What follows belongs to an exercise in optimizing a design on an open flow for small area, a short achievable clock period and few clock cycles per item; a production flow would make more cautious choices. Where RTL was checked, it was by simulation tests only, not by an equivalence proof against the original. No functional check of the RTL was part of run 1. Power and IR drop assume default switching activity.

===== design/flow/flow/run.sh =====
#!/bin/bash
# The standard ORFS layout (the standard.sh), asking timing repair for
# more setup slack than the clock period needs and buffering the ports with
# buf_2 instead of the default delay buffer.
set -euo pipefail
bash standard.sh 'SETUP_SLACK_MARGIN=6.9' 'BUFFER_PORTS_ARGS=-buffer_cell sky130_fd_sc_hd__buf_2' finish > orfs_make.log 2>&1

===== design/flow/standard.sh =====
#!/bin/bash
# synth_recipe.tcl (not shown) runs the flow's synth.tcl, then flattens the netlist and writes it again
# the make line also repeats each setting of config.mk as NAME=value (left out here)
make -C /OpenROAD-flow-scripts/flow DESIGN_CONFIG=/design/flow/config.mk WORK_HOME=/design/flow/orfs CLKGATE_MAP_FILE= SYNTH_SCRIPT=/design/flow/synth_recipe.tcl "${@:-finish}"

===== design/flow/config.mk =====
export PLATFORM = sky130hd
export DESIGN_NAME = vospi_engine
export DESIGN_NICKNAME = vospi_engine
export VERILOG_FILES = /design/flow/design.v
export SDC_FILE = /design/flow/constraint.sdc
export NUM_CORES = 4
export LEC_CHECK = 0
export CAP_MARGIN = 20
export CORE_MARGIN = 2
export CORE_UTILIZATION = 70
export CTS_BUF_LIST = sky130_fd_sc_hd__clkbuf_8
export CTS_CLUSTER_DIAMETER = 40
export CTS_CLUSTER_SIZE = 18
export SLEW_MARGIN = 20

===== design/flow/constraint.sdc =====
create_clock -name core_clock -period 10.0 [get_ports {clk}]
set_input_delay 2.0000 -clock core_clock [delete_from_list [all_inputs] [get_ports {clk}]]
set_output_delay 2.0000 -clock core_clock [all_outputs]
set_load 0.01 [all_outputs]

===== design/flow/design.v =====
module vospi_crc16 (
    input  wire [15:0] crc_in,
    input  wire [15:0] data,
    output reg  [15:0] crc_out
);
    integer i;
    reg fb;
    always @* begin
        crc_out = crc_in;
        for (i = 15; i >= 0; i = i - 1) begin
            fb      = crc_out[15] ^ data[i];
            crc_out = {crc_out[14:0], 1'b0} ^ (fb ? 16'h1021 : 16'h0000);
        end
    end
endmodule
module vospi_engine #(
    parameter LINE_WIDTH   = 80,
    parameter PPS          = 60,       
    parameter SEGS_MULTI   = 4,        
    parameter MARKER_ID    = 20,
    parameter QUIET_MS     = 200
) (
    input  wire        clk,
    input  wire        rst,
    input  wire        cmd_valid,
    output wire        cmd_ready,
    input  wire [2:0]  cmd_op,
    input  wire [7:0]  cmd_hint,
    input  wire        cfg_ok,
    output reg         cfg_req,
    output reg         rsp_valid,
    output wire [1:0]  rsp_code,
    output reg         rsp_active,
    input  wire [31:0] now,
    output reg         xfer_start,
    output reg         xfer_abort,
    input  wire        rx_valid,
    output wire        rx_ready,
    input  wire [15:0] rx_data,
    input  wire        pool_avail,
    input  wire [3:0]  pool_slot,
    output reg         acq_take,
    output reg         rel_valid,
    output reg         rel_used,
    output wire [3:0]  rel_slot,
    output wire        mem_we,
    output wire [3:0]  mem_slot,
    output wire [15:0] mem_addr,
    output wire [15:0] mem_wdata
);
    localparam PACKET_WORDS = 2 + LINE_WIDTH + 1;
    localparam TAP = 8;                    
    localparam [2:0] OP_INIT = 3'd0, OP_DEINIT = 3'd1, OP_ABORT = 3'd2,
                     OP_RESTART = 3'd3;
    localparam [1:0] RES_OK = 2'd0, RES_ERR_TRANSPORT = 2'd1, RES_ERR_STATE = 2'd2;
    reg        initialised;
    reg        multi_segment;
    reg        streaming;
    reg        capturing;
    reg [5:0]  exp_pid;                    
    reg [1:0]  exp_seg;                    
    reg        slot_valid;
    reg [3:0]  slot;
    reg [3:0]  slot_o;                     
    reg [31:0] last_resync;
    reg [15:0] rx_q;
    reg        rxv_q;                      
    reg        pool_avail_q;
    reg        rx_rdy;
    reg [6:0]  widx;                       
    reg [6:0]  d;                          
    reg        hdr_q;                      
    reg        pay_q;                      
    reg        last_q;                     
    reg [15:0] crc;
    reg        f_skip;                     
    reg        f_r2;                       
    reg        f_bad;                      
    reg [15:0] rb [0:LINE_WIDTH-1];        
    reg        wst;                        
    reg        wst2;                       
    reg        wact;                       
    reg [6:0]  wk;                         
    reg [6:0]  wc;                         
    reg [10:0] base_hi;                    
    reg [10:0] addr_hi;                    
    reg        zbase;                      
    reg        fc_flag;                    
    reg        fc_take;                    
    reg        fcd;                        
    reg        cmd_rdy;
    reg        c1;                         
    reg        c2;                         
    reg        rs1;                        
    reg [1:0]  code1, code2, code3;        
    reg        q_lo;                       
    reg        q_b;                        
    reg        q_k;                        
    reg        q_x;                        
    assign cmd_ready = cmd_rdy;
    assign rx_ready  = rx_rdy;
    assign rel_slot  = slot_o;
    assign mem_we    = wact;
    assign mem_slot  = slot_o;
    assign rsp_code  = code3;
    assign mem_addr  = {addr_hi, wc[3:0], 1'b0};
    assign mem_wdata = rb[LINE_WIDTH-1];
    wire [15:0] crc_next;
    vospi_crc16 u_crc (
        .crc_in (crc),
        .data   (rx_q),
        .crc_out(crc_next)
    );
    wire cmd_fire   = cmd_valid && cmd_rdy;
    wire op_init    = (cmd_op == OP_INIT);
    wire op_abort   = (cmd_op == OP_ABORT) || (cmd_op == OP_DEINIT);
    wire op_deinit  = (cmd_op == OP_DEINIT);
    wire op_restart = (cmd_op == OP_RESTART);
    wire init_ok    = cmd_fire && !initialised && op_init && cfg_ok;
    wire abort_fire = cmd_fire && initialised && op_abort;
    wire acc        = rx_valid && rx_rdy && streaming && !abort_fire;
    wire w_pay      = (widx >= 7'd2) && (widx < 7'd2 + LINE_WIDTH);
    wire acc_pay    = acc && w_pay;
    wire acc_first  = acc && (widx == 7'd2);
    wire [6:0] widx_d = abort_fire ? 7'd0 :
                        !acc ? widx :
                        (widx == PACKET_WORDS - 1) ? 7'd0 : widx + 7'd1;
    wire [6:0] d_inc = (d == LINE_WIDTH - 1) ? 7'd0 : d + 7'd1;
    wire [6:0] d_d   = acc_first ? 7'd0 : acc_pay ? d : d_inc;
    wire rdy_acc     = !((widx >= 7'd3) && (widx < 7'd1 + LINE_WIDTH)) || (d[2:0] == 3'd0);
    wire rdy_idle    = !((widx >= 7'd3) && (widx < 7'd2 + LINE_WIDTH)) || (d[2:0] == 3'd7);
    wire rdy_d       = abort_fire || ((rx_valid && rx_rdy && streaming) ? rdy_acc : rdy_idle);
    wire [11:0] h_pid    = rx_q[11:0];
    wire [2:0]  h_seg    = rx_q[14:12];
    wire        h_dc     = (rx_q[11:8] == 4'hF);
    wire        h_marker = multi_segment && (h_pid == MARKER_ID);
    wire        e_zero   = (exp_pid == 6'd0);
    wire        h_r1     = e_zero && (h_pid != 12'd0);
    wire        h_r2     = h_marker && (exp_seg == 2'd0) && (h_seg != 3'd1);
    wire        h_bad    = (h_pid != {6'd0, exp_pid}) ||
                           (h_marker && (h_seg != {1'b0, exp_seg} + 3'd1));
    wire ev      = last_q && initialised && capturing && !f_skip;
    wire ev_r2   = ev && f_r2;
    wire ev_try  = ev && !f_r2;
    wire crc_ok  = (crc == rx_q);
    wire ev_bad  = ev_try && (f_bad || !crc_ok);
    wire ev_ok   = ev_try && !f_bad && crc_ok;
    wire ev_nosl = ev_ok && !slot_valid && !pool_avail_q;
    wire ev_acc  = ev_ok && (slot_valid || pool_avail_q);
    wire pid_wrap   = (exp_pid == PPS - 1);
    wire seg_wrap   = (exp_seg == SEGS_MULTI - 1);
    wire frame_done = pid_wrap && (!multi_segment || seg_wrap);
    wire        wlast   = (wk == LINE_WIDTH - 1);
    wire [6:0]  wc_d    = wst2 ? d : (wc == LINE_WIDTH - 1) ? 7'd0 : wc + 7'd1;
    wire [10:0] base_d  = !wst2 ? base_hi : zbase ? 11'd0 : base_hi + 11'd5;
    wire [1:0]  code_now = (op_init && initialised) ? RES_ERR_STATE :
                           (op_init && !cfg_ok) ? RES_ERR_TRANSPORT :
                           (op_abort && !initialised) ? RES_ERR_STATE : RES_OK;
    wire [23:0] hs_a = now[31:8] ~^ last_resync[31:8];    
    wire [23:0] hs_o = now[31:8] | ~last_resync[31:8];    
    wire [7:0]  d_lo = now[7:0] - last_resync[7:0];
    wire        quiet_ok = !(q_lo && q_k && (q_x == !q_b));
    wire busy = rx_valid || rxv_q || wst || wst2 || wact || fcd || acq_take ||
                rel_valid || c1 || c2 || cmd_fire;
    integer i, j;
    always @(posedge clk) begin
        rx_q         <= rx_data;
        pool_avail_q <= pool_avail;
        q_lo         <= d_lo < QUIET_MS;
        q_b          <= now[7:0] < last_resync[7:0];
        q_k          <= &(hs_a[23:1] ~^ hs_o[22:0]);
        q_x          <= hs_a[0];
        for (j = 0; j < LINE_WIDTH / TAP; j = j + 1) begin
            for (i = 1; i < TAP; i = i + 1)
                rb[j*TAP + i] <= rb[j*TAP + i - 1];
            rb[j*TAP] <= ~((pay_q && d[6:3] == j) ? ((j % 2 == 0) ? rx_q : ~rx_q) :
                           rb[(j*TAP + LINE_WIDTH - 1) % LINE_WIDTH]);
        end
        wc        <= wc_d;
        slot_o    <= slot;
        code1     <= code_now;
        code2     <= code1;
        code3     <= code2;
        rsp_active <= initialised && streaming && capturing;
        rel_used  <= !(cmd_valid && cmd_rdy && op_deinit);
        base_hi   <= base_d;
        addr_hi   <= base_d + {8'd0, wc_d[6:4]};
    end
    always @(posedge clk) begin
        cfg_req    <= 1'b0;
        xfer_start <= 1'b0;
        xfer_abort <= 1'b0;
        acq_take   <= 1'b0;
        rel_valid  <= 1'b0;
        rsp_valid  <= 1'b0;
        if (rst) begin
            initialised   <= 1'b0;
            streaming     <= 1'b0;
            rxv_q         <= 1'b0;
            widx          <= 7'd0;
            hdr_q         <= 1'b0;
            pay_q         <= 1'b0;
            last_q        <= 1'b0;
            rx_rdy        <= 1'b0;
            wst           <= 1'b0;
            wst2          <= 1'b0;
            wact          <= 1'b0;
            fc_flag       <= 1'b0;
            fcd           <= 1'b0;
            cmd_rdy       <= 1'b0;
            c1            <= 1'b0;
            c2            <= 1'b0;
            rs1           <= 1'b0;
        end else begin
            cmd_rdy <= !busy;
            rxv_q  <= acc;
            hdr_q  <= acc && (widx == 7'd0);
            pay_q  <= acc_pay;
            last_q <= acc && (widx == PACKET_WORDS - 1);
            widx   <= widx_d;
            d      <= d_d;
            rx_rdy <= rdy_d;
            if (rxv_q)
                crc <= last_q ? 16'd0 : crc_next;
            if (hdr_q) begin
                f_skip <= h_dc || h_r1;
                f_r2   <= h_r2;
                f_bad  <= h_bad;
            end
            if (ev_r2)
                exp_pid <= 6'd0;
            if (ev_bad) begin
                xfer_abort  <= 1'b1;
                streaming   <= 1'b0;
                capturing   <= 1'b0;
                exp_pid     <= 6'd0;
                exp_seg     <= 2'd0;
                last_resync <= now;
            end
            if (ev_nosl)
                capturing <= 1'b0;
            if (ev_acc) begin
                if (!slot_valid) begin
                    acq_take   <= 1'b1;
                    slot_valid <= 1'b1;
                end
                wst     <= 1'b1;
                zbase   <= e_zero && (exp_seg == 2'd0);
                fc_flag <= frame_done;
                fc_take <= pool_avail_q;
                if (pid_wrap) begin
                    exp_pid <= 6'd0;
                    if (multi_segment)
                        exp_seg <= exp_seg + 2'd1;
                end else begin
                    exp_pid <= exp_pid + 6'd1;
                end
                if (frame_done && !pool_avail_q) begin
                    slot_valid <= 1'b0;
                    capturing  <= 1'b0;
                end
            end
            if (acq_take)
                slot <= pool_slot;
            wst2 <= wst;
            if (wst)
                wst <= 1'b0;
            if (wst2) begin
                wact    <= 1'b1;
                wk      <= 7'd0;
            end
            if (wact) begin
                wk <= wk + 7'd1;
                if (wlast) begin
                    wk      <= 7'd0;
                    wact    <= 1'b0;
                    fcd     <= fc_flag;
                    fc_flag <= 1'b0;
                end
            end
            if (fcd) begin
                fcd       <= 1'b0;
                rel_valid <= 1'b1;
                acq_take  <= fc_take;
            end
            c1  <= cmd_fire;
            c2  <= c1;
            rs1 <= cmd_fire && initialised && op_restart;
            if (cmd_fire && op_init && !initialised)
                cfg_req <= 1'b1;
            if (init_ok) begin
                multi_segment <= (cmd_hint > 8'd1);
                exp_pid       <= 6'd0;
                exp_seg       <= 2'd0;
                streaming     <= 1'b0;
                capturing     <= 1'b0;
                slot_valid    <= 1'b0;
                last_resync   <= now;
                initialised   <= 1'b1;
            end
            if (abort_fire) begin
                xfer_abort  <= streaming;
                streaming   <= 1'b0;
                capturing   <= 1'b0;
                exp_pid     <= 6'd0;
                exp_seg     <= 2'd0;
                last_resync <= now;
                crc         <= 16'd0;
                if (op_deinit) begin
                    if (slot_valid)
                        rel_valid <= 1'b1;
                    slot_valid  <= 1'b0;
                    initialised <= 1'b0;
                end
            end
            if (cmd_fire && initialised && op_restart)
                capturing <= 1'b1;
            if (rs1 && !streaming && quiet_ok) begin
                streaming  <= 1'b1;
                xfer_start <= 1'b1;
                widx       <= 7'd0;
                crc        <= 16'd0;
            end
            if (c2)
                rsp_valid  <= 1'b1;
        end
    end
endmodule

==> notes.md, run 1 <==
status=timing/DRC/antenna clean; drt via density=4.87; Post-synth EDFFs=82; CP peak stage delay=0.37 ns; final wirelength=54800 um; WHS Path Cells=0; Cell variety after synth=59; placed inst area=36800 sq um; Port Buffer Count=119; Adder-Cell Fraction of Synth Area=1.68%; ratio of cells with drive above 1 in the final layout=16.8%; pre-CTS WS=5.59 ns; FF-to-FF Start=rx_q[14]$_DFF_P_; FMAX=0.311 GHz; Startpoint Class=flip-flop; CTS buffer count=117; Register Area=30000 sq um; gr usage total=21.4%; Mapped Avg Cell Area=15.4 sq um; hold buffers post-CTS=0; P_leak=16.7 nW; largest net degree at the start of global routing=33; Total Neg Setup Slack=0 ns; total number of vias=16016; FF-to-FF path depth=7; antenna-violating nets left=0; post-route setup slack=6.79 ns; synthesized instance count=2304; asr flop ratio synth=0%; crit-path cells=buf_6; Worst Path Buf+Inv=1; Critical Path Source=rb[79][3]$_DFF_P_; clock buffer depth=3; GP Congestion=0.834; Finish-stage setup viols=0; Clock Latency Late Sink=0.73 ns; Final nets=2640; leading register cell type out of synthesis=dfxtp_1; synth warn=3; Util after Layout=80.3%; multi-input logic area=5160 sq um; Synth Net Count=2420; fraction of the mapped netlist area in simple logic gates=4.41%; Congestion Overflow GR=0; area of the core=50100 sq um; DR iter-0 viols=872; final setup skew=0.0389 ns; first-pass GRT wire length=87600 um; Hold Slack=0.305 ns; Post-Synth XOR/XNOR Area=2.98%; Reg clk slew, reported paths=0.10 ns; post-DR wirelength/cell=16.6 um; min Tclk post-route=3.21 ns; Worst Path Max Fanout=2; WP data arrival=1.21 ns; register area share after synthesis=84.5%; Ant. Diodes=0; Layout fillers=2777; CTS Root Buffer Type=clkbuf_8; Worst EP required=8.00 ns; Worst path top cell family by delay=flip-flops; Yosys reg bits=1453; CTS tree=yes; Layout area overhead=13.5%; slowest CP cell=dfxtp_4; class of the worst hold path=reg -> reg; total power draw=9.76 mW; num rows=82; mux cell area share after synthesis=2.38%; final instance area=40200 sq um; pwr dens=243 nW/um^2; vias in the first global route=16518; Worst-Margin Slew=0.924 ns; placed insts=3047; Initial Utilization=70.7%; critical path class=reg -> out; max-slew violations=0; CP Depth=1; min-delay src=rb[44][13]$_DFF_P_; crit share post-route=32.1%; First-pass DRT Iterations=5; post-synthesis compound-gate area fraction=2.69%; # DRC=0; chip width=229 um; CTS sink cnt=1453; dominant combinational cell family by area after synthesis=simple AND/OR/NAND/NOR gates; Hold Fails Final Rpt=0; RSZ-0062 raised after global routing=true; Worst setup EP type=primary output; DP Wirelength=31600 um; Worst slew margin=38.3%; max cap viols=0; Die ar.=52400 sq um; Post-Syn Area=35400 sq um; post-route insts no fill=3291; initial antenna violation count=1; peak supply drop=0.228 mV; H-Tree Depth=3; Die Y=229 um; io pins=122
repair_timing:
action,CTS,global route
pin swaps,3,6
resized for setup,79,25
setup endpoints to repair,84,110
setup buffers,19,10
cloned,1,0
endpoints found under the hold margin,0,0
logic make-up (layout without fill, tap and decap cells):
| kind of cell | after synthesis | after routing |
|---|---|---|
| buf+inv | 121 | 435 |
| fa+ha+maj | 47 | 47 |
| xor+xnor | 114 | 114 |
| simple gates | 317 | 318 |
| flops | 1453 | 1453 |
| other cells | 1 | 1 |
| mux | 84 | 84 |
| compound gates | 167 | 167 |
cell type report:
| cell class | count | share of cell area [%] |
|---|---|---|
| Multi-Input combinational cell | 731 | 12.8 |
| Clock inverter | 85 | 2.56 |
| Tap cell | 672 | 2.09 |
| Timing Repair Buffer | 160 | 2.97 |
| Clock buffer | 129 | 4.42 |
| Inverter | 61 | 0.570 |
| Sequential cell | 1453 | 74.6 |
sequential cells by signal, indices dropped and copies added, names as in the netlist, 2 cells and up:
name,cells
rb,1280
last_resync,32
crc,16
rx_q,16
addr_hi,11
base_hi,11
d,7
wc,7
widx,7
wk,7
exp_pid,6
slot,4
slot_o,4
code1,2
code2,2
code3,2
exp_seg,2
cells in the mapped netlist (all sizes together) (4+ instances only):
cell type,instances,area share [%]
a211oi,4,0.099
a21o,4,0.085
a21oi,112,1.6
and3,8,0.14
buf,12,0.24
clkbuf,48,0.51
dfxtp,1371,77
edfxtp,82,7.0
ha,46,1.6
inv,61,0.65
mux2i,83,2.3
nand2,32,0.34
nand2b,8,0.14
nand3,20,0.28
nand3b,4,0.085
nand4,14,0.26
nand4b,5,0.12
nor2,152,1.6
nor2b,16,0.28
nor3,13,0.18
nor3b,4,0.085
nor4,17,0.34
o21a,4,0.085
o21ai,20,0.28
o31ai,6,0.13
or3,6,0.12
or4,5,0.11
xnor2,76,2.0
xor2,38,0.94
final timing paths:
check                                   to  slack, ns
setup / recovery              mem_wdata[3]       6.79
hold / removal          rb[45][13]$_DFF_P_       0.31
setup reg to reg  last_resync[9]$_DFFE_PP_       7.04
hold reg to reg         rb[45][13]$_DFF_P_       0.31
power by group:
| part | internal (mW) | total [mW] | switching [mW] |
|---|---|---|---|
| logic | 0.123 | 0.244 | 0.121 |
| registers | 5.87 | 5.91 | 0.0417 |
| clock network | 1.68 | 3.60 | 1.92 |
| total | 7.68 | 9.76 | 2.08 |
layer usage:
metal | vias up | GRT usage, % | routed length [um]
met5 | - | 0 | 0
met4 | 0 | 7.75 | 1430
met3 | 103 | 3.53 | 2000
met2 | 292 | 33.3 | 24400
met1 | 7689 | 30.7 | 27000
li1 | 7932 | - | -
placed cells by master, fill, tap and decap left out, types with 11 or more instances in the layout:
master     synthesis  layout
nand3_1           20      20
xor2_1            38      37
nor2b_1           16      16
nand4_1           13      13
dfxtp_2            0      35
buf_2              2      78
clkinv_4           0      13
edfxtp_1          82      82
buf_4             10      37
buf_6              0      43
nor3_1            13      11
bufinv_16          0      16
dfxtp_1         1371    1331
ha_1              46      45
clkinv_2           0      13
nor4_1            16      16
a21oi_1          111     108
o21ai_0           20      19
nor2_1           152     148
inv_1             61      70
xnor2_1           70      70
nand2_1           32      31
clkbuf_8           0     129
mux2i_1           83      83
==> run 2, diff against run 1 <==
--- a/design/flow/design.v
+++ b/design/flow/design.v
@@ -119,3 +119,4 @@
     wire init_ok    = cmd_fire && !initialised && op_init && cfg_ok;
-    wire abort_fire = cmd_fire && initialised && op_abort;
+    wire abort_fire = cmd_fire && op_abort;
+    wire kill       = cmd_fire && (!initialised || op_abort);
     wire acc        = rx_valid && rx_rdy && streaming && !abort_fire;
@@ -290,13 +291,3 @@
                 cfg_req <= 1'b1;
-            if (init_ok) begin
-                multi_segment <= (cmd_hint > 8'd1);
-                exp_pid       <= 6'd0;
-                exp_seg       <= 2'd0;
-                streaming     <= 1'b0;
-                capturing     <= 1'b0;
-                slot_valid    <= 1'b0;
-                last_resync   <= now;
-                initialised   <= 1'b1;
-            end
-            if (abort_fire) begin
+            if (kill) begin
                 xfer_abort  <= streaming;
@@ -308,8 +299,14 @@
                 crc         <= 16'd0;
-                if (op_deinit) begin
-                    if (slot_valid)
-                        rel_valid <= 1'b1;
-                    slot_valid  <= 1'b0;
-                    initialised <= 1'b0;
-                end
+            end
+            if (cmd_fire && !initialised) begin
+                multi_segment <= (cmd_hint > 8'd1);
+                slot_valid    <= 1'b0;
+            end
+            if (init_ok)
+                initialised <= 1'b1;
+            if (cmd_fire && initialised && op_deinit) begin
+                if (slot_valid)
+                    rel_valid <= 1'b1;
+                slot_valid  <= 1'b0;
+                initialised <= 1'b0;
             end
==> design/flow/flow/run.sh (replaced) <==
#!/bin/bash
# The standard ORFS layout (the standard.sh), asking timing repair for
# more setup slack than the clock period needs and buffering the ports with
# buf_2 instead of the default delay buffer.
set -euo pipefail
bash standard.sh 'SETUP_SLACK_MARGIN=7.1' 'BUFFER_PORTS_ARGS=-buffer_cell sky130_fd_sc_hd__buf_2' finish > orfs_make.log 2>&1
--- a/design/flow/config.mk
+++ b/design/flow/config.mk
@@ -10,5 +10,4 @@
 export CORE_UTILIZATION = 70
-export CTS_BUF_LIST = sky130_fd_sc_hd__clkbuf_8
-export CTS_CLUSTER_DIAMETER = 40
-export CTS_CLUSTER_SIZE = 18
+export CTS_CLUSTER_DIAMETER = 55
+export CTS_CLUSTER_SIZE = 25
 export SLEW_MARGIN = 20
==> run 2 against run 1 <==
Still clean on timing, DRC and antenna. Clock-buffer cell count down 48. Register-to-register slack better by 0.22 ns. Sequential share of layout area up 1.1 points. Routed wire length up 2.0%. Hold slack better by 0.011 ns. Fmax up 3.1%. Critical path depth unchanged. Clock skew down 0.017 ns. Die area up 0.23%. Largest cell class unchanged.
==> notes.md, run 2 <==
met1 Usage GRT=31.5% (+0.78 points); Synth area leader=dfxtp_1; Largest register FFs=1280 (unchanged); Die Y=229 um (+0.11%); crit-path cells=buf_6; post-DR wirelength/cell=17.6 um (+5.8%); Yosys reg bits=1453 (unchanged); class of the worst hold path=reg -> reg; final instance area=39600 sq um (-1.5%); commonest cells after routing, fill and taps aside=dfxtp_1, nor2_1, a21oi_1, edfxtp_1, mux2i_1; Post-Synth XOR/XNOR Area=3.22% (+0.24 points); Worst Path Max Fanout=2 (unchanged); pre-CTS WS=5.95 ns (+0.364 ns); commonest non-fill, non-tap cell in the layout=dfxtp_1; first-pass GRT wire length=89800 um (+2.5%); Worst slew margin=37.5% (-0.77 points); Total Neg Setup Slack=0 ns (unchanged); Finish-stage setup viols=0 (unchanged); CTS Root Buffer Type=clkbuf_16; CP peak stage delay=0.37 ns (about the same); Worst Path Buf+Inv=1 (unchanged); Port Buffer Count=119 (unchanged); Clock Latency Late Sink=0.63 ns (-0.10 ns); max-slew violations=0 (unchanged); peak supply drop=0.193 mV (-16%); Worst path top cell family by delay=flip-flops; Post-Syn Area=35500 sq um (+0.23%); num rows=82 (unchanged); Cell variety after synth=71 (+20%); clock buffer depth=3 (unchanged); Worst-Margin Slew=0.936 ns (+0.0115 ns); # DRC=0 (unchanged); asr flop ratio synth=0% (unchanged); top post-synthesis cells by area=dfxtp_1, edfxtp_1, mux2i_1; critical path class=reg -> out; GP Congestion=0.804 (-3.6%); Die ar.=52500 sq um (+0.23%); Util after Layout=79.1% (-1.2 points); Mapped Avg Cell Area=15.3 sq um (-0.16%); First-pass DRT Iterations=5 (unchanged); WP data arrival=1.12 ns (-0.09 ns); total number of vias=15661 (-2.2%); Hold Fails Final Rpt=0 (unchanged); slowest CP cell=dfxtp_4; grt met2 use=35.5% (+2.2 points); area of the core=50100 sq um (unchanged); FMAX=0.321 GHz (+3.1%); drt via density=4.93 (+1.4%); synthesized instance count=2313 (+0.39%); count leader, synth=dfxtp_1; io pins=122 (unchanged); Final nets=2595 (-1.7%); Post-synth EDFFs=82 (unchanged); max cap viols=0 (unchanged); Initial Utilization=70.9% (+0.16 points); mux cell area share after synthesis=2.26% (-0.11 points); pwr dens=234 nW/um^2 (-3.5%); Reg clk slew, reported paths=0.10 ns (about the same); RSZ-0062 raised after global routing=true; leading register cell type out of synthesis=dfxtp_1; CTS sink cnt=1453 (unchanged); total power draw=9.28 mW (-4.9%); largest net degree at the start of global routing=33 (unchanged); Synth Net Count=2429 (+0.37%); dominant combinational cell family by area after synthesis=simple AND/OR/NAND/NOR gates; list of most frequent post-synthesis cells=dfxtp_1, nor2_1, a21oi_1; Adder-Cell Fraction of Synth Area=1.68% (-0.0039 points); Hold Slack=0.316 ns (+0.0111 ns); final setup skew=0.0218 ns (-0.0170 ns); Worst EP required=8.00 ns (about the same); vias in the first global route=16382 (-0.82%); top cell type's share of synthesized area=77.3% (-0.18 points); DR iter-0 viols=767 (-12%); fraction of the mapped netlist area in simple logic gates=4.54% (+0.13 points); Biggest register=rb; Congestion Overflow GR=0 (unchanged); Layout area overhead=11.6%; H-Tree Depth=3 (unchanged); post-route setup slack=6.88 ns (+0.0976 ns); CTS tree=yes; M3 GR Usage=3.27% (-0.26 points); post-synthesis compound-gate area fraction=2.64% (-0.049 points); P_leak=16.3 nW (-2.6%); top flop regs=rb (1280), last_resync (32); initial antenna violation count=0 (-1); ratio of cells with drive above 1 in the final layout=14.3% (-2.4 points); busiest grt layer=met2; min Tclk post-route=3.12 ns (-0.0976 ns); DP Wirelength=31900 um (+1.1%); Startpoint Class=flip-flop; placed inst area=37000 sq um (+0.50%); placed insts=3050 (+0.098%); CTS buffer count=70 (-40%); final wirelength=55900 um (+2.0%); gr usage total=21.9% (+0.56 points); Worst setup EP type=primary output; register area share after synthesis=84.3% (-0.20 points); antenna-violating nets left=0 (unchanged); chip width=229 um (+0.11%); crit share post-route=31.2% (-0.98 points); post-route insts no fill=3174 (-3.6%); synth warn=3 (unchanged); status=timing/DRC/antenna clean
[run 2: changes by cell type in the layout (fill, tap and decap cells not counted), sizes merged, moves of 7 or more]
cell,delta
clkbuf,-48
a21oi,-7
inv,-32
clkinvlp,-7
nor2,+9
bufinv,-16
nand3,+9
nor3,+7
nor4,-7
nand2,+8
clkinv,-24
[run 2: kinds of logic after synthesis]
kind of cell | Yosys count
flip-flops | 1453
AND/OR/NAND/NOR | 337
AO/OA/AOI/OAI | 159
XOR/XNOR | 118
buffers and inverters | 118
multiplexers | 80
adder cells (fa/ha/maj) | 47
other | 1
[run 2: final timing paths]
check,endpoint,startpoint,slack [ns],cells after the start
worst max-delay path,mem_wdata[13],rb[79][13]$_DFF_P_,6.88,1
worst min-delay path,rb[20][0]$_DFF_P_,rb[19][0]$_DFF_P_,0.32,0
worst max register to register,last_resync[15]$_DFFE_PP_,rx_q[15]$_DFF_P_,7.26,8
worst min register to register,rb[20][0]$_DFF_P_,rb[19][0]$_DFF_P_,0.32,0
[run 2: area by class of cell]
| type | instances | area [sq um] |
|---|---|---|
| antenna | 1 | 2.50 |
| clock buffer | 81 | 1820 |
| clock inverter | 13 | 175 |
| fill | 2884 | 10500 |
| inverter | 54 | 215 |
| multi-input combinational | 743 | 5390 |
| sequential | 1453 | 30000 |
| tap | 672 | 841 |
| timing repair buffer | 157 | 1200 |
[run 2: per-layer routing]
metal	part of all wire [%]	wire, um
met5	0	0
met3	2.6	1480
met1	49	27200
met4	2.2	1210
met2	47	26000
[run 2: power breakdown]
part	internal [mW]	leakage [nW]	total [mW]	switching (mW)
clock	1.34	0.976	3.05	1.71
combinational	0.153	3.28	0.303	0.150
sequential	5.88	12.0	5.93	0.0463
total	7.37	16.3	9.28	1.91
[run 2: what timing repair did]
action | in CTS | in global routing
pin swaps | 10 | 5
hold buffers | 0 | 0
setup endpoints to repair | 108 | 86
cloned | 1 | 0
resized for setup | 77 | 29
setup buffers | 25 | 3
Testbench counts of run 2, summed over its fixed seeds: cycles 423,840, items 5,100.
==> run 3, diff against run 2 <==
==> design/flow/flow/run.sh (replaced) <==
#!/bin/bash
# The standard ORFS layout (the standard.sh), asking timing repair for
# more setup slack than the clock period needs and buffering the ports with
# buf_1 instead of the default delay buffer.
set -euo pipefail
bash standard.sh 'SETUP_SLACK_MARGIN=6.9' 'BUFFER_PORTS_ARGS=-buffer_cell sky130_fd_sc_hd__buf_1' finish > orfs_make.log 2>&1
==> run 3 against run 2 <==
Register-to-register slack worse by 0.15 ns. Clock skew grew 0.0038 ns. Total power rose by 0.59%. Die area is the same. Sequential power hardly changed. Combinational power is 2% lower. Core utilization shrank 0.51 points. Clock-buffer cell count grew 2. Flip-flop and latch count stayed put. Synthesized area unchanged. Synthesized cell count did not move. Clock power grew 2%. Largest cell class unchanged. Highest routed layer unchanged.
==> notes.md, run 3 <==
status=timing/DRC/antenna clean; count leader, synth=dfxtp_1; clock buffer depth=3 (unchanged); leading register cell type out of synthesis=dfxtp_1; Mapped Avg Cell Area=15.3 sq um (unchanged); total number of vias=15665 (+0.026%); Hold Slack=0.319 ns (+0.00280 ns); H-Tree Depth=3 (unchanged); Finish-stage setup viols=0 (unchanged); Die ar.=52500 sq um (unchanged); final setup skew=0.0257 ns (+0.00383 ns); FF-to-FF path depth=13 (+5); num rows=82 (unchanged); largest net degree at the start of global routing=33 (unchanged); gr usage total=21.5% (-0.41 points); WHS Path Cells=0 (unchanged); Worst setup EP type=flip-flop; chip width=229 um (unchanged); # DRC=0 (unchanged); RSZ-0062 raised after global routing=true; first-pass GRT wire length=87600 um (-2.5%); CTS tree=yes; CTS Root Buffer Type=clkbuf_16; drt via density=4.93 (about the same); hold endpoint=rb[15][12]$_DFF_P_; pwr dens=237 nW/um^2 (+1.2%); top post-synthesis cells by area=dfxtp_1, edfxtp_1, mux2i_1; ratio of cells with drive above 1 in the final layout=10.5% (-3.8 points); Final nets=2599 (+0.15%); Clock Latency Late Sink=0.63 ns (about the same); FMAX=0.322 GHz (+0.35%); Critical Path Source=now[1]; antenna-violating nets left=0 (unchanged); total power draw=9.34 mW (+0.59%); vias in the first global route=16063 (-1.9%); Post-synth EDFFs=82 (unchanged); final wirelength=55000 um (-1.6%); CTS sink cnt=1453 (unchanged); crit share post-route=31.1% (-0.11 points); Post-Syn Area=35500 sq um (unchanged); FF-to-FF Start=wc[1]$_DFF_P_; list of most frequent post-synthesis cells=dfxtp_1, nor2_1, a21oi_1; Yosys reg bits=1453 (unchanged); DP Wirelength=30800 um (-3.6%); Hold Fails Final Rpt=0 (unchanged); First-pass DRT Iterations=5 (unchanged); peak supply drop=0.181 mV (-6.1%); max cap viols=0 (unchanged); Worst slew margin=39.4% (+1.8 points); io pins=122 (unchanged); area of the core=50100 sq um (unchanged); critical path class=in -> reg; Ant. Diodes=0 (-1); max-slew violations=0 (unchanged); initial antenna violation count=0 (unchanged); min-delay src=rb[14][12]$_DFF_P_; Port Buffer Count=119 (unchanged); Synth area leader=dfxtp_1; Largest register FFs=1280 (unchanged); commonest cells after routing, fill and taps aside=dfxtp_1, nor2_1, a21oi_1, edfxtp_1, mux2i_1; Startpoint Class=input port; setup slack, reg-to-reg=7.11 ns (-0.15 ns); post-DR wirelength/cell=17.3 um (-1.7%); min Tclk post-route=3.11 ns (-0.0109 ns); Initial Utilization=70.9% (unchanged); DR iter-0 viols=845 (+10%); WP data arrival=3.62 ns (+2.50 ns); Biggest register=rb; Worst Path Max Fanout=3 (+1); Congestion Overflow GR=0 (unchanged); Worst-Margin Slew=0.908 ns (-0.0274 ns); Die Y=229 um (unchanged); reg2reg end=addr_hi[9]$_DFF_P_; Worst EP required=10.51 ns (+2.51 ns); CTS buffer count=72 (+2.9%); GP Congestion=0.809 (+0.63%); Cell variety after synth=71 (unchanged); commonest non-fill, non-tap cell in the layout=dfxtp_1; P_leak=16.1 nW (-1.0%); Synth Net Count=2429 (unchanged); top flop regs=rb (1280), last_resync (32); Reg clk slew, reported paths=0.09 ns (about the same); top cell type's share of synthesized area=77.3% (unchanged); synth warn=3 (unchanged); register area share after synthesis=84.3% (unchanged); hold buffers post-CTS=0 (unchanged); asr flop ratio synth=0% (unchanged); synthesized instance count=2313 (unchanged); Total Neg Setup Slack=0 ns (unchanged); Layout area overhead=10.9%; class of the worst hold path=reg -> reg
## run 3: routing by layer
metal	global-route usage, %	share of wire, %	vias up
li1	-	-	7791
met1	30.3	48	7544
met2	34.9	47	240
met3	3.82	3.3	90
met4	5.84	2.0	0
met5	0	0	-
## run 3: how the worst max path moves through the flow
stage	slack, ns	to	cells after the start
6_report	6.89	q_lo$_DFF_P_	7
5_1_grt	6.82	addr_hi[9]$_DFF_P_	13
4_1_cts	6.87	cmd_ready	1
3_5_place_dp	5.89	last_resync[21]$_DFFE_PP_	6
3_3_place_gp	5.92	last_resync[21]$_DFFE_PP_	6
2_1_floorplan	6.42	last_resync[0]$_DFFE_PP_	6
## run 3: cell families (layout without fill, tap and decap cells)
logic type	Yosys count	in the layout	synth area share [%]
adder cells (fa/ha/maj)	47	47	1.68
AND/OR/NAND/NOR	337	338	4.54
flip-flops	1453	1453	84.3
other	1	1	0.0106
AO/OA/AOI/OAI	159	159	2.64
multiplexers	80	80	2.26
buffers and inverters	118	308	1.39
XOR/XNOR	118	118	3.22
## run 3: worst max-delay path: stages
cell       delay [ns]
buf_8            0.10
ha_4             0.24
a21o_1           0.10
a21o_1           0.17
a2111oi_4        0.10
or4_1            0.53
a2111o_1         0.37
## run 3: timing repair
item / in CTS / in global routing
resized for setup: 111 / 30
gates cloned: 1 / 0
setup buffers: 19 / 6
endpoints found under the setup margin: 100 / 90
pin swaps: 7 / 7
## run 3: area by class of cell
| class | instances | area (sq um) |
|---|---|---|
| Fill cell | 2864 | 10700 |
| Clock buffer | 83 | 1920 |
| Inverter | 54 | 203 |
| Multi-Input combinational cell | 743 | 5210 |
| Timing Repair Buffer | 159 | 1080 |
| Clock inverter | 12 | 145 |
| Tap cell | 672 | 841 |
| Sequential cell | 1453 | 30000 |
## run 3: per-stage QoR
step | cells | worst slack, ns | instance area (sq um) | util (%)
global placement | 3055 | 5.92 | 36700 | 73.3
global route | 3176 | 6.82 | 39400 | 78.6
floorplan | 2313 | 6.42 | 35600 | -
finish | 3176 | 6.89 | 39400 | 78.6
CTS | 3170 | 6.87 | 39200 | 78.3
detailed placement | 3055 | 5.89 | 36700 | 73.3
## run 3: where the power goes
part           leakage, nW  switching, mW  internal, mW
Sequential            12.0         0.0438          5.88
Clock                 1.01           1.70          1.41
Combinational         3.08          0.153         0.144
==> run 4, diff against run 3 <==
==> design/flow/flow/run.sh (replaced) <==
#!/bin/bash
# The standard ORFS layout (the standard.sh), asking timing repair for
# more setup slack than the clock period needs and buffering the ports with
# buf_2 instead of the default delay buffer.
set -euo pipefail
bash standard.sh 'SETUP_SLACK_MARGIN=6.9' 'BUFFER_PORTS_ARGS=-buffer_cell sky130_fd_sc_hd__buf_2' finish > orfs_make.log 2>&1
--- a/design/flow/config.mk
+++ b/design/flow/config.mk
@@ -10,4 +10,4 @@
 export CORE_UTILIZATION = 70
-export CTS_CLUSTER_DIAMETER = 55
-export CTS_CLUSTER_SIZE = 25
+export CTS_CLUSTER_DIAMETER = 50
+export CTS_CLUSTER_SIZE = 28
 export SLEW_MARGIN = 20
==> run 4 against run 3 <==
First-iteration DRC count up 4.3%. Setup slack worse by 0.0014 ns. Core utilization up 1.4 points. Flip-flop and latch count unchanged. Critical path depth down 6. Largest cell class unchanged. Still clean on timing, DRC and antenna. Synthesized area unchanged. Critical path type is now reg -> out.
==> notes.md, run 4 <==
Clk pwr share=37.0% (+3.7 points); Yosys reg bits=1453 (unchanged); FF-to-FF path depth=6 (-7); commonest cells after routing, fill and taps aside=dfxtp_1, nor2_1, a21oi_1, buf_2, clkbuf_16; slowest CP cell=dfxtp_2; Worst path top cell family by delay=flip-flops; Mapped Avg Cell Area=15.3 sq um (unchanged); Hold Fails Final Rpt=0 (unchanged); top flop regs=rb (1280), last_resync (32); final wirelength=55900 um (+1.7%); hold endpoint=rb[20][12]$_DFF_P_; gr usage total=21.8% (+0.25 points); CTS buffer count=78 (+8.3%); total number of vias=15830 (+1.1%); Largest register FFs=1280 (unchanged); Post-synth EDFFs=82 (unchanged); First-pass DRT Iterations=5 (unchanged); antenna-violating nets left=0 (unchanged); chip width=229 um (unchanged); critical path class=reg -> out; count leader, synth=dfxtp_1; WHS Path Cells=0 (unchanged); synthesized instance count=2313 (unchanged); first-pass GRT wire length=89000 um (+1.6%); Logic pwr share=3.1% (about the same); dominant combinational cell family by area after synthesis=simple AND/OR/NAND/NOR gates; RSZ-0062 raised after global routing=true; Layout fillers=2789 (-2.6%); Layout area overhead=12.9%; final setup skew=0.0321 ns (+0.00646 ns); commonest non-fill, non-tap cell in the layout=dfxtp_1; Synth area leader=dfxtp_1; max-slew violations=0 (unchanged); Cell variety after synth=71 (unchanged); Die Y=229 um (unchanged); list of most frequent post-synthesis cells=dfxtp_1, nor2_1, a21oi_1; P_int=7.76 mW (+4.3%); Worst EP required=8.00 ns (-2.51 ns); Worst slew margin=38.9% (-0.43 points); leading register cell type out of synthesis=dfxtp_1; Biggest register=rb; register area share after synthesis=84.3% (unchanged); largest net degree at the start of global routing=33 (unchanged); class of the worst hold path=reg -> reg; CTS Root Buffer Type=clkbuf_16; Final nets=2602 (+0.12%); CP peak stage delay=0.37 ns (-0.16 ns); P_leak=16.6 nW (+3.1%); area of the core=50100 sq um (unchanged); Synth Net Count=2429 (unchanged); peak supply drop=0.210 mV (+16%); Ant. Diodes=0 (unchanged); CTS tree=yes; Worst Path Buf+Inv=1 (unchanged); Port Buffer Count=119 (unchanged); post-synthesis compound-gate area fraction=2.64% (unchanged); Congestion Overflow GR=0 (unchanged); Worst setup EP type=primary output; top post-synthesis cells by area=dfxtp_1, edfxtp_1, mux2i_1; Post-Syn Area=35500 sq um (unchanged); CTS sink cnt=1453 (unchanged); Initial Utilization=70.9% (unchanged); fraction of the mapped netlist area in simple logic gates=4.54% (unchanged); WP data arrival=1.11 ns (-2.51 ns); initial antenna violation count=0 (unchanged); asr flop ratio synth=0% (unchanged); Reg clk slew, reported paths=0.10 ns (about the same); clock buffer depth=3 (unchanged); ratio of cells with drive above 1 in the final layout=14.3% (+3.8 points); top cell type's share of synthesized area=77.3% (unchanged); Worst Path Max Fanout=2 (-1); DP Wirelength=31500 um (+2.4%); crit-path cells=buf_6; # DRC=0 (unchanged); min Tclk post-route=3.11 ns (+0.00140 ns); vias in the first global route=16506 (+2.8%); Seq pwr share=60.0% (-3.5 points); FF-to-FF Start=rx_q[5]$_DFF_P_; Hold Slack=0.309 ns (-0.0103 ns); Worst-Margin Slew=0.915 ns (+0.00665 ns); io pins=122 (unchanged); DR iter-0 viols=881 (+4.3%); Finish-stage setup viols=0 (unchanged); setup slack, reg-to-reg=7.05 ns (-0.06 ns); Clock Latency Late Sink=0.64 ns (about the same); Startpoint Class=flip-flop; num rows=82 (unchanged); mux cell area share after synthesis=2.26% (unchanged); post-DR wirelength/cell=17.4 um (+0.64%); Total Neg Setup Slack=0 ns (unchanged); Post-Synth XOR/XNOR Area=3.22% (unchanged); min-delay src=rb[19][12]$_DFF_P_; Adder-Cell Fraction of Synth Area=1.68% (unchanged); NetSw=2.12 mW (+12%); Util after Layout=80.0% (+1.4 points); crit share post-route=31.1% (about the same); Die ar.=52500 sq um (unchanged); drt via density=4.93 (about the same); max cap viols=0 (unchanged); H-Tree Depth=3 (unchanged); pwr dens=247 nW/um^2 (+4.0%); GP Congestion=0.812 (+0.30%); synth warn=3 (unchanged); status=timing/DRC/antenna clean; switching share of power=21.4% (+1.1 points); hold buffers post-CTS=0 (unchanged); reg2reg end=exp_pid[2]$_SDFFCE_PP0P_; FMAX=0.322 GHz (about the same)
[run 4: through the flow]
stage                     worst slack [ns]  total power, mW  std cells  area, sq um
after detailed placement              5.99             6.33       3054        36800
after global placement                6.01             6.32       3054        36800
after CTS                             6.86             9.94       3205        40000
final                                 6.89             9.88       3210        40100
after global routing                  6.84             10.2       3210        40100
after floorplan                       6.42             6.25       2313        35600
[run 4: logic make-up (layout without fill, tap and decap cells)]
group / after synthesis / after routing
compound gates: 159 / 159
xor+xnor: 118 / 118
fa+ha+maj: 47 / 47
buf+inv: 118 / 342
flops: 1453 / 1453
mux: 80 / 80
other cells: 1 / 1
simple gates: 337 / 338
[run 4: layout make-up]
cell class	count	area, sq um	share of cell area, %
Sequential cell	1453	30000	74.8
Multi-Input combinational cell	743	5200	13.0
Clock buffer	95	2210	5.52
Timing Repair Buffer	156	1090	2.71
Tap cell	672	841	2.10
Clock inverter	37	562	1.40
Inverter	54	203	0.506
[run 4: layer usage]
layer  global-route usage [%]  share of wire, %  up-vias
li1                         -                 -     7846
met1                     30.2                47     7604
met2                     35.6                47      274
met3                     3.74               3.6      106
met4                     6.53               2.5        0
met5                        0                 0        -
[run 4: how the worst max path moves through the flow]
stage	startpoint	to	slack (ns)	depth (start not counted)
global placement	cmd_op[0]	last_resync[21]$_DFFE_PP_	6.01	6
global route	rb[79][10]$_DFF_P_	mem_wdata[10]	6.84	1
CTS	rb[79][11]$_DFF_P_	mem_wdata[11]	6.86	1
floorplan	cmd_op[0]	last_resync[0]$_DFFE_PP_	6.42	6
detailed placement	cmd_op[0]	last_resync[14]$_DFFE_PP_	5.99	6
finish	rb[79][10]$_DFF_P_	mem_wdata[10]	6.89	1
[run 4: power by group through the flow]
stage | Combinational (mW) | Sequential, mW | Clock [mW]
after global routing | 0.329 | 5.93 | 3.91
after global placement | 0.260 | 6.06 | 0
after detailed placement | 0.271 | 6.06 | 0
after CTS | 0.299 | 5.93 | 3.71
final | 0.302 | 5.93 | 3.65
after floorplan | 0.211 | 6.04 | 0
[run 4: what timing repair did]
action | 4_1_cts | 5_1_grt
resized for setup | 61 | 15
setup buffers | 18 | 5
endpoints found under the setup margin | 69 | 66
pin swaps | 7 | 6
gates cloned | 1 | 0
==> run 5, diff against run 4 <==
--- a/design/flow/config.mk
+++ b/design/flow/config.mk
@@ -10,4 +10,5 @@
 export CORE_UTILIZATION = 70
-export CTS_CLUSTER_DIAMETER = 50
-export CTS_CLUSTER_SIZE = 28
+export CTS_BUF_LIST = sky130_fd_sc_hd__clkbuf_8 sky130_fd_sc_hd__clkbuf_16
+export CTS_CLUSTER_DIAMETER = 55
+export CTS_CLUSTER_SIZE = 25
 export SLEW_MARGIN = 20
==> run 5 against run 4 <==
Still clean. Sequential power barely moved. Fmax about the same. Final cell count is 1.2% lower. Critical path depth unchanged. Hold slack better by 0.014 ns. Setup slack better by 0.0022 ns. Clock-buffer cell count is 19 lower. Total power down 5.6%. Clock power down 15%. Synthesized cell count is the same. Design area is 1.6% lower. Critical path type unchanged. Critical endpoint unchanged. Largest power group unchanged. Highest routed layer unchanged.
==> notes.md, run 5 <==
max cap viols=0 (unchanged); Reg clk slew, reported paths=0.10 ns (about the same); register area share after synthesis=84.3% (unchanged); # DRC=0 (unchanged); placed insts=3054 (unchanged); grt met2 use=35.7% (+0.095 points); busiest grt layer=met2; Synth area leader=dfxtp_1; Die Y=229 um (unchanged); synth warn=3 (unchanged); Worst slew margin=39.4% (+0.49 points); num rows=82 (unchanged); antenna-violating nets left=0 (unchanged); Die ar.=52500 sq um (unchanged); final instance area=39400 sq um (-1.6%); Finish-stage setup viols=0 (unchanged); top post-synthesis cells by area=dfxtp_1, edfxtp_1, mux2i_1; CP peak stage delay=0.37 ns (about the same); initial antenna violation count=0 (unchanged); Largest register FFs=1280 (unchanged); Congestion Overflow GR=0 (unchanged); ratio of cells with drive above 1 in the final layout=13.1% (-1.3 points); CTS Root Buffer Type=clkbuf_16; placed inst area=36800 sq um (unchanged); final wirelength=55500 um (-0.83%); hold buffers post-CTS=0 (unchanged); Layout fillers=2901 (+4.0%); Total Neg Setup Slack=0 ns (unchanged); top cell type's share of synthesized area=77.3% (unchanged); Mapped Avg Cell Area=15.3 sq um (unchanged); Port Buffer Count=119 (unchanged); max-slew violations=0 (unchanged); Final nets=2595 (-0.27%); Worst EP required=8.00 ns (about the same); vias in the first global route=16385 (-0.73%); pwr dens=237 nW/um^2 (-4.0%); CTS buffer count=72 (-7.7%); io pins=122 (unchanged); M3 GR Usage=3.85% (+0.11 points); clock buffer depth=3 (unchanged); crit-path cells=buf_6; asr flop ratio synth=0% (unchanged); Post-Syn Area=35500 sq um (unchanged); synthesized instance count=2313 (unchanged); Worst path top cell family by delay=flip-flops; Ant. Diodes=0 (unchanged); Yosys reg bits=1453 (unchanged); Worst Path Buf+Inv=1 (unchanged); commonest cells after routing, fill and taps aside=dfxtp_1, nor2_1, a21oi_1, edfxtp_1, buf_2; slowest CP cell=dfxtp_2; multi-input logic area=5200 sq um (unchanged); Register Area=30000 sq um (about the same); DR iter-0 viols=849 (-3.6%); commonest non-fill, non-tap cell in the layout=dfxtp_1; Startpoint Class=flip-flop; GP Congestion=0.812 (unchanged); chip width=229 um (unchanged); CTS tree=yes; first-pass GRT wire length=88600 um (-0.52%); Worst Path Max Fanout=2 (unchanged); RSZ-0062 raised after global routing=true; class of the worst hold path=reg -> reg; H-Tree Depth=3 (unchanged); critical path class=reg -> out; Layout area overhead=11.0%; DP Wirelength=31500 um (unchanged); FMAX=0.322 GHz (about the same); Post-synth EDFFs=82 (unchanged); Biggest register=rb; WP data arrival=1.11 ns (about the same); First-pass DRT Iterations=5 (unchanged); Initial Utilization=70.9% (unchanged); peak supply drop=0.247 mV (+17%); P_leak=16.3 nW (-1.9%); post-DR wirelength/cell=17.5 um (+0.42%); Worst-Margin Slew=0.907 ns (-0.00754 ns); final setup skew=0.0228 ns (-0.00932 ns); pre-CTS WS=5.99 ns (unchanged); gr usage total=21.7% (-0.077 points); status=timing/DRC/antenna clean; min Tclk post-route=3.11 ns (-0.00222 ns); Cell variety after synth=71 (unchanged); count leader, synth=dfxtp_1; CTS sink cnt=1453 (unchanged); Clock Latency Late Sink=0.62 ns (-0.02 ns); leading register cell type out of synthesis=dfxtp_1; post-route insts no fill=3170 (-1.2%); Synth Net Count=2429 (unchanged); list of most frequent post-synthesis cells=dfxtp_1, nor2_1, a21oi_1; post-route setup slack=6.89 ns (+0.00222 ns); largest net degree at the start of global routing=33 (unchanged); Hold Slack=0.323 ns (+0.0142 ns); met1 Usage GRT=30.2% (about the same); total number of vias=15708 (-0.77%); Hold Fails Final Rpt=0 (unchanged); drt via density=4.96 (+0.48%); top flop regs=rb (1280), last_resync (32); Worst setup EP type=primary output; crit share post-route=31.1% (about the same); area of the core=50100 sq um (unchanged)
run 5: cell types whose count changed in the layout (fill, tap and decap cells not counted), moves of 5 or more:
cell       change
buf_2         -10
buf_6         +10
clkbuf_16      -9
clkbuf_8       -6
clkinv_8       -6
inv_12         -6
inv_1          +5
run 5: repair_timing:
action | CTS | global route
endpoints found under the setup margin | 70 | 79
pin swaps | 7 | 6
gates resized for setup | 64 | 26
buffers inserted | 15 | 7
gates cloned | 1 | 0
hold endpoints to repair | 0 | 0
run 5: routing by layer:
metal  wire length [um]  share of wire [%]
met2              26100                 47
met3               1910                3.4
met1              26300                 47
met4               1120                2.0
met5                  0                  0
run 5: logic make-up after synthesis:
kind of cell | count (synthesis) | synth area share [%]
xor gates and xnor gates | 118 | 3.22
adders and majority gates | 47 | 1.68
muxes | 80 | 2.26
and+or+nand+nor | 337 | 4.54
other | 1 | 0.0106
AOI/OAI and AO/OA | 159 | 2.64
buffers and inverters | 118 | 1.39
DFF | 1453 | 84.3
run 5: power breakdown:
| group | switching (mW) | internal [mW] | leakage (nW) |
|---|---|---|---|
| clock | 1.71 | 1.39 | 1.03 |
| combinational | 0.155 | 0.153 | 3.26 |
| sequential | 0.0435 | 5.89 | 12.0 |
| total | 1.91 | 7.43 | 16.3 |
run 5: path summary, 6_finish.rpt:
kind | start | endpoint | slack (ns) | cells past startpoint
setup / recovery | rb[79][10]$_DFF_P_ | mem_wdata[10] | 6.89 | 1
hold / removal | rb[5][0]$_DFF_P_ | rb[6][0]$_DFF_P_ | 0.32 | 0
setup reg to reg | rx_q[5]$_DFF_P_ | exp_pid[3]$_SDFFCE_PP0P_ | 7.05 | 6
hold reg to reg | rb[5][0]$_DFF_P_ | rb[6][0]$_DFF_P_ | 0.32 | 0
run 5: layout make-up:
class / instances / share of cell area, %
clock buffers: 76 / 4.80
clock inverters: 17 / 0.451
inverters: 54 / 0.514
multi-input cells: 743 / 13.2
flip-flops and latches: 1453 / 76.0
well taps: 672 / 2.13
repair buffers: 155 / 2.89
run 5: through the flow:
stage / total power [mW] / util (%)
finish: 9.33 / 78.7
global route: 9.64 / 78.7
CTS: 9.38 / 78.4
detailed placement: 6.33 / 73.6
global placement: 6.32 / 73.6
floorplan: 6.25 / -
==> run 6, diff against run 5 <==
--- a/design/flow/config.mk
+++ b/design/flow/config.mk
@@ -10,5 +10,5 @@
 export CORE_UTILIZATION = 70
-export CTS_BUF_LIST = sky130_fd_sc_hd__clkbuf_8 sky130_fd_sc_hd__clkbuf_16
 export CTS_CLUSTER_DIAMETER = 55
 export CTS_CLUSTER_SIZE = 25
+export PLACE_DENSITY = 0.88
 export SLEW_MARGIN = 20
==> run 6 against run 5 <==
Clock-buffer cell count grew 7. Synthesized area is the same. Hold slack lost 0.012 ns. Sequential power is essentially flat. Still clean on timing, DRC and antenna. Routed wire length grew 29%. Synthesized cell count is the same. Flip-flop and latch count is the same. Critical path depth grew 6.
==> notes.md, run 6 <==
critical path class=in -> reg; Finish-stage setup viols=0 (unchanged); GP Congestion=0.882 (+8.6%); Mapped Avg Cell Area=15.3 sq um (unchanged); first-pass GRT wire length=109000 um (+24%); DP Wirelength=37100 um (+18%); CTS buffer count=72 (unchanged); register area share after synthesis=84.3% (unchanged); max-slew violations=0 (unchanged); Post-Syn Area=35500 sq um (unchanged); clock buffer depth=3 (unchanged); area of the core=50100 sq um (unchanged); Worst setup EP type=flip-flop; Startpoint Class=input port; commonest cells after routing, fill and taps aside=dfxtp_1, nor2_1, a21oi_1, buf_2, edfxtp_1; Hold Fails Final Rpt=0 (unchanged); Worst path top cell family by delay=compound AO/OA/AOI/OAI gates; P_leak=16.3 nW (about the same); Worst Path Buf+Inv=1 (unchanged); Reg clk slew, reported paths=0.09 ns (about the same); slowest CP cell=or4_4; CTS tree=yes; num rows=82 (unchanged); vias in the first global route=18209 (+11%); fraction of the mapped netlist area in simple logic gates=4.54% (unchanged); Layout area overhead=11.1% (about the same); Initial Utilization=70.9% (unchanged); final setup skew=0.0310 ns (+0.00816 ns); Ant. Diodes=0 (unchanged); Port Buffer Count=119 (unchanged); ratio of cells with drive above 1 in the final layout=13.2% (+0.14 points); leading register cell type out of synthesis=dfxtp_1; crit-path cells=buf_8, ha_4, a21o_1, a21o_1, a2111oi_4, or4_4, a2111o_1; Largest register FFs=1280 (unchanged); top flop regs=rb (1280), last_resync (32); Final nets=2596 (+0.039%); list of most frequent post-synthesis cells=dfxtp_1, nor2_1, a21oi_1; FF-to-FF path depth=6 (unchanged); initial antenna violation count=1 (+1); io pins=122 (unchanged); drt via density=5.31 (+7.1%); reg2reg end=exp_pid[5]$_SDFFCE_PP0P_; Post-synth EDFFs=82 (unchanged); gr usage total=27.7% (+6.0 points); CTS sink cnt=1453 (unchanged); H-Tree Depth=3 (unchanged); First-pass DRT Iterations=7 (+2); Hold Slack=0.311 ns (-0.0117 ns); chip width=229 um (unchanged); # DRC=0 (unchanged); top cell type's share of synthesized area=77.3% (unchanged); CP peak stage delay=0.55 ns (+0.18 ns); antenna-violating nets left=0 (unchanged); Post-Synth XOR/XNOR Area=3.22% (unchanged); class of the worst hold path=reg -> reg; Worst EP required=10.51 ns (+2.51 ns); commonest non-fill, non-tap cell in the layout=dfxtp_1; hold buffers post-CTS=0 (unchanged); pwr dens=241 nW/um^2 (+1.7%); WHS Path Cells=0 (unchanged); peak supply drop=0.143 mV (-42%); Die ar.=52500 sq um (unchanged); Die Y=229 um (unchanged); Worst slew margin=30.6% (-8.9 points); Synth area leader=dfxtp_1; status=timing/DRC/antenna clean; Worst-Margin Slew=1.04 ns (+0.129 ns); post-synthesis compound-gate area fraction=2.64% (unchanged); mux cell area share after synthesis=2.26% (unchanged); CTS Root Buffer Type=clkbuf_16; min-delay src=rb[50][0]$_DFF_P_; top post-synthesis cells by area=dfxtp_1, edfxtp_1, mux2i_1; FMAX=0.313 GHz (-2.7%); total power draw=9.50 mW (+1.8%); WP data arrival=3.70 ns (+2.59 ns); crit share post-route=31.9% (+0.85 points); CP most frequent cell=a21o_1; Worst Path Max Fanout=3 (+1); min Tclk post-route=3.19 ns (+0.0851 ns); synth warn=3 (unchanged); FF-to-FF Start=rx_q[10]$_DFF_P_; Congestion Overflow GR=0 (unchanged); synthesized instance count=2313 (unchanged); count leader, synth=dfxtp_1; largest net degree at the start of global routing=33 (unchanged); RSZ-0062 raised after global routing=true; Cell variety after synth=71 (unchanged); DR iter-0 viols=1176 (+39%); hold endpoint=rb[51][0]$_DFF_P_; Clock Latency Late Sink=0.63 ns (about the same); setup slack, reg-to-reg=7.02 ns (-0.03 ns); final wirelength=71500 um (+29%); Yosys reg bits=1453 (unchanged); Biggest register=rb; Adder-Cell Fraction of Synth Area=1.68% (unchanged); asr flop ratio synth=0% (unchanged); Total Neg Setup Slack=0 ns (unchanged); post-DR wirelength/cell=22.5 um (+29%); total number of vias=16842 (+7.2%); Synth Net Count=2429 (unchanged); Critical Path Source=now[1]; dominant combinational cell family by area after synthesis=simple AND/OR/NAND/NOR gates; Layout fillers=2383 (-18%); max cap viols=0 (unchanged)
-- run 6: metrics by stage --
| stage | instance area, sq um | cells | worst slack (ns) | util, % |
|---|---|---|---|---|
| final | 39500 | 3174 | 6.81 | 78.8 |
| after global routing | 39500 | 3174 | 6.79 | 78.8 |
| after CTS | 39400 | 3170 | 6.85 | 78.6 |
| after detailed placement | 36800 | 3053 | 6.06 | 73.6 |
| after global placement | 36800 | 3053 | 6.15 | 73.6 |
| after floorplan | 35600 | 2313 | 6.42 | - |
-- run 6: how the worst max path moves through the flow --
| stage | to | depth (start not counted) |
|---|---|---|
| global route | q_lo$_DFF_P_ | 7 |
| floorplan | last_resync[0]$_DFFE_PP_ | 6 |
| global placement | last_resync[23]$_DFFE_PP_ | 6 |
| finish | q_lo$_DFF_P_ | 7 |
| CTS | q_lo$_DFF_P_ | 7 |
| detailed placement | last_resync[20]$_DFFE_PP_ | 6 |
-- run 6: power breakdown --
| group | internal, mW | leakage [nW] | switching (mW) |
|---|---|---|---|
| Sequential | 5.88 | 12.0 | 0.0434 |
| Clock | 1.44 | 1.04 | 1.80 |
| Combinational | 0.149 | 3.25 | 0.185 |
| Total | 7.48 | 16.3 | 2.02 |
-- run 6: what timing repair did --
action	in CTS	in global routing
pin swaps	3	7
gates cloned	1	0
buffers inserted	20	4
endpoints found under the setup margin	76	61
gates resized for setup	76	17
-- run 6: layer usage --
| layer | global-route usage, % | wire length, um |
|---|---|---|
| met4 | 11.6 | 2890 |
| met5 | 0 | 9 |
| met1 | 33.6 | 28600 |
| met3 | 5.05 | 3620 |
| met2 | 48.8 | 36400 |
-- run 6: layout make-up --
cell class | count | area, sq um | share of cell area (%)
repair buffers | 156 | 1110 | 2.83
inverters | 54 | 203 | 0.514
clock inverters | 13 | 184 | 0.466
flip-flops and latches | 1453 | 30000 | 75.9
clock buffers | 83 | 1940 | 4.91
multi-input cells | 743 | 5220 | 13.2
well taps | 672 | 841 | 2.13
-- run 6: cell families (layout without fill, tap and decap cells) --
family,Yosys count,after routing
AO/OA/AOI/OAI,159,159
XOR/XNOR,118,118
adder cells (fa/ha/maj),47,47
buffers and inverters,118,306
flip-flops,1453,1453
multiplexers,80,80
other,1,1
AND/OR/NAND/NOR,337,338
==> run 7, diff against run 6 <==
--- a/design/flow/config.mk
+++ b/design/flow/config.mk
@@ -12,3 +12,2 @@
 export CTS_CLUSTER_SIZE = 25
-export PLACE_DENSITY = 0.88
 export SLEW_MARGIN = 20
==> run 7 against run 6 <==
Flip-flop and latch count unchanged. Clock skew shrank 0.0084 ns. Setup slack gained 0.085 ns. Fmax rose by 2.7%. Global-route usage fell by 6.0 points. Via count is 6.6% lower. Largest cell class unchanged.
==> notes.md, run 7 <==
status=timing/DRC/antenna clean; Util after Layout=78.7% (about the same); Post-synth EDFFs=82 (unchanged); max-slew violations=0 (unchanged); largest net degree at the start of global routing=33 (unchanged); WHS Path Cells=0 (unchanged); P_leak=16.3 nW (-0.14%); Cell variety after synth=71 (unchanged); antenna-violating nets left=0 (unchanged); class of the worst hold path=reg -> reg; H-Tree Depth=3 (unchanged); post-DR wirelength/cell=17.5 um (-22%); Ant. Diodes=0 (unchanged); CP peak stage delay=0.37 ns (-0.18 ns); Finish-stage setup viols=0 (unchanged); crit-path cells=buf_6; CTS buffer count=72 (unchanged); top flop regs=rb (1280), last_resync (32); Worst-Margin Slew=0.882 ns (-0.154 ns); Layout area overhead=11.0% (about the same); top cell type's share of synthesized area=77.3% (unchanged); Synth Net Count=2429 (unchanged); crit share post-route=31.1% (-0.85 points); critical path class=reg -> out; register area share after synthesis=84.3% (unchanged); Worst setup EP type=primary output; final instance area=39400 sq um (about the same); Final nets=2595 (-0.039%); Worst slew margin=41.1% (+11 points); final wirelength=55500 um (-22%); Mapped Avg Cell Area=15.3 sq um (unchanged); Worst path top cell family by delay=flip-flops; min-delay src=rb[64][9]$_DFF_P_; count leader, synth=dfxtp_1; post-route setup slack=6.89 ns (+0.0851 ns); FF-to-FF path depth=6 (unchanged); asr flop ratio synth=0% (unchanged); ratio of cells with drive above 1 in the final layout=13.1% (-0.14 points); Biggest register=rb; hold buffers post-CTS=0 (unchanged); Die Y=229 um (unchanged); Die ar.=52500 sq um (unchanged); io pins=122 (unchanged); reg2reg end=exp_pid[3]$_SDFFCE_PP0P_; Worst Path Buf+Inv=1 (unchanged); peak supply drop=0.246 mV (+72%); Reg clk slew, reported paths=0.09 ns (about the same); CTS sink cnt=1453 (unchanged); list of most frequent post-synthesis cells=dfxtp_1, nor2_1, a21oi_1; DR iter-0 viols=847 (-28%); num rows=82 (unchanged); FF-to-FF Start=rx_q[5]$_DFF_P_; commonest non-fill, non-tap cell in the layout=dfxtp_1; clock buffer depth=3 (unchanged); Startpoint Class=flip-flop; Post-Syn Area=35500 sq um (unchanged); Layout fillers=2901 (+22%); FMAX=0.322 GHz (+2.7%); GP Congestion=0.812 (-7.9%); Congestion Overflow GR=0 (unchanged); synthesized instance count=2313 (unchanged); setup slack, reg-to-reg=7.07 ns (+0.05 ns); hold endpoint=rb[65][9]$_DFF_P_; Port Buffer Count=119 (unchanged); top post-synthesis cells by area=dfxtp_1, edfxtp_1, mux2i_1; min Tclk post-route=3.11 ns (-0.0851 ns); Yosys reg bits=1453 (unchanged); Clock Latency Late Sink=0.62 ns (about the same); commonest cells after routing, fill and taps aside=dfxtp_1, nor2_1, a21oi_1, edfxtp_1, buf_2; total number of vias=15731 (-6.6%); Initial Utilization=70.9% (unchanged); pre-CTS WS=5.99 ns (-0.0674 ns); first-pass GRT wire length=88600 um (-19%); final setup skew=0.0225 ns (-0.00843 ns); DP Wirelength=31500 um (-15%); Hold Fails Final Rpt=0 (unchanged); drt via density=4.96 (-6.5%); CTS Root Buffer Type=clkbuf_16; RSZ-0062 raised after global routing=true; max cap viols=0 (unchanged); Total Neg Setup Slack=0 ns (unchanged); # DRC=0 (unchanged); slowest CP cell=dfxtp_2; pwr dens=237 nW/um^2 (-1.7%); leading register cell type out of synthesis=dfxtp_1; Worst Path Max Fanout=2 (-1); CTS tree=yes; gr usage total=21.7% (-6.0 points); Largest register FFs=1280 (unchanged); placed inst area=36800 sq um (about the same); chip width=229 um (unchanged); area of the core=50100 sq um (unchanged); Synth area leader=dfxtp_1; vias in the first global route=16385 (-10%); synth warn=3 (unchanged); WP data arrival=1.11 ns (-2.59 ns); First-pass DRT Iterations=5 (-2); initial antenna violation count=0 (-1); Worst EP required=8.00 ns (-2.51 ns)
run 7: kinds of logic (layout without fill, tap and decap cells):
family	Yosys count	count (layout)	share of synthesized area [%]
flip-flops	1453	1453	84.3
AND/OR/NAND/NOR	337	338	4.54
AO/OA/AOI/OAI	159	159	2.64
XOR/XNOR	118	118	3.22
buffers and inverters	118	302	1.39
multiplexers	80	80	2.26
adder cells (fa/ha/maj)	47	47	1.68
other	1	1	0.0106
run 7: layer usage:
metal | vias to the layer above | wire (um) | track usage [%]
li1 | 7790 | - | -
met3 | 98 | 1970 | 3.85
met1 | 7578 | 26200 | 30.2
met4 | 0 | 1140 | 5.62
met2 | 265 | 26200 | 35.7
met5 | - | 0 | 0
run 7: worst max path at each step:
stage / startpoint / end / slack, ns / cells after the start
final: rb[79][10]$_DFF_P_ / mem_wdata[10] / 6.89 / 1
after global routing: rb[79][10]$_DFF_P_ / mem_wdata[10] / 6.84 / 1
after CTS: rb[79][10]$_DFF_P_ / mem_wdata[10] / 6.86 / 1
after detailed placement: cmd_op[0] / last_resync[14]$_DFFE_PP_ / 5.99 / 6
after global placement: cmd_op[0] / last_resync[21]$_DFFE_PP_ / 6.01 / 6
after floorplan: cmd_op[0] / last_resync[0]$_DFFE_PP_ / 6.42 / 6
run 7: power by group:
| part | leakage, nW | internal (mW) | switching, mW |
|---|---|---|---|
| clock network | 1.01 | 1.39 | 1.71 |
| registers | 12.0 | 5.89 | 0.0433 |
| logic | 3.26 | 0.153 | 0.155 |
| total | 16.3 | 7.43 | 1.90 |
run 7: cell type report:
class	instances	area (sq um)	share of cell area, %
Multi-Input combinational cell	743	5200	13.2
Timing Repair Buffer	155	1140	2.89
Inverter	54	203	0.514
Tap cell	672	841	2.13
Clock buffer	81	1910	4.84
Clock inverter	12	159	0.403
Sequential cell	1453	30000	76.0
run 7: repair_timing:
action | CTS | global route
setup endpoints to repair | 70 | 79
gates resized for setup | 64 | 26
setup buffers | 15 | 7
pin swaps | 7 | 6
gates cloned | 1 | 0
hold endpoints to repair | 0 | 0
run 7: metrics by stage:
| step | hold slack [ns] | power, mW | std cells |
|---|---|---|---|
| after floorplan | 0.310 | 6.25 | 2313 |
| after global placement | 0.310 | 6.32 | 3054 |
| after detailed placement | 0.312 | 6.33 | 3054 |
| after CTS | 0.326 | 9.39 | 3163 |
| after global routing | 0.326 | 9.65 | 3170 |
| final | 0.324 | 9.33 | 3170 |

[static timing again, ports no longer ideal]
In the flow no input, the clock included, has a driving cell. The finished layouts below were timed again as built, in two steps. Step 1 assumes that a clkbuf_16 drives the clock port and a buf_2 every other input. Step 2 times the ports against the registers' clock, not the clock port: input delays grow and output delays shrink by t, the midpoint of the rising clock arrivals with the driver on. a / b / c = ideal / step 1 / step 2; a / b = the first two.
| run | t (ns) | setup WS [ns] | worst data-port slew with drivers (ns) |
|---|---|---|---|
| run 1 | 0.765 | 6.786 / 6.731 / 6.143 | 0.05 |
| run 2 | 0.683 | 6.883 / 6.821 / 6.233 | 0.06 |
| run 3 | 0.677 | 6.894 / 6.840 / 6.226 | 0.06 |
| run 4 | 0.682 | 6.893 / 6.831 / 6.261 | 0.06 |
| run 5 | 0.675 | 6.895 / 6.835 / 6.248 | 0.06 |
| run 6 | 0.680 | 6.810 / 6.810 / 6.130 | 0.07 |
| run 7 | 0.675 | 6.895 / 6.835 / 6.245 | 0.06 |
After both steps setup and hold are still met in every run listed. The setup slack of run 6, which loses most, moves by 0.000 ns with the drivers and by -0.680 ns with both steps.
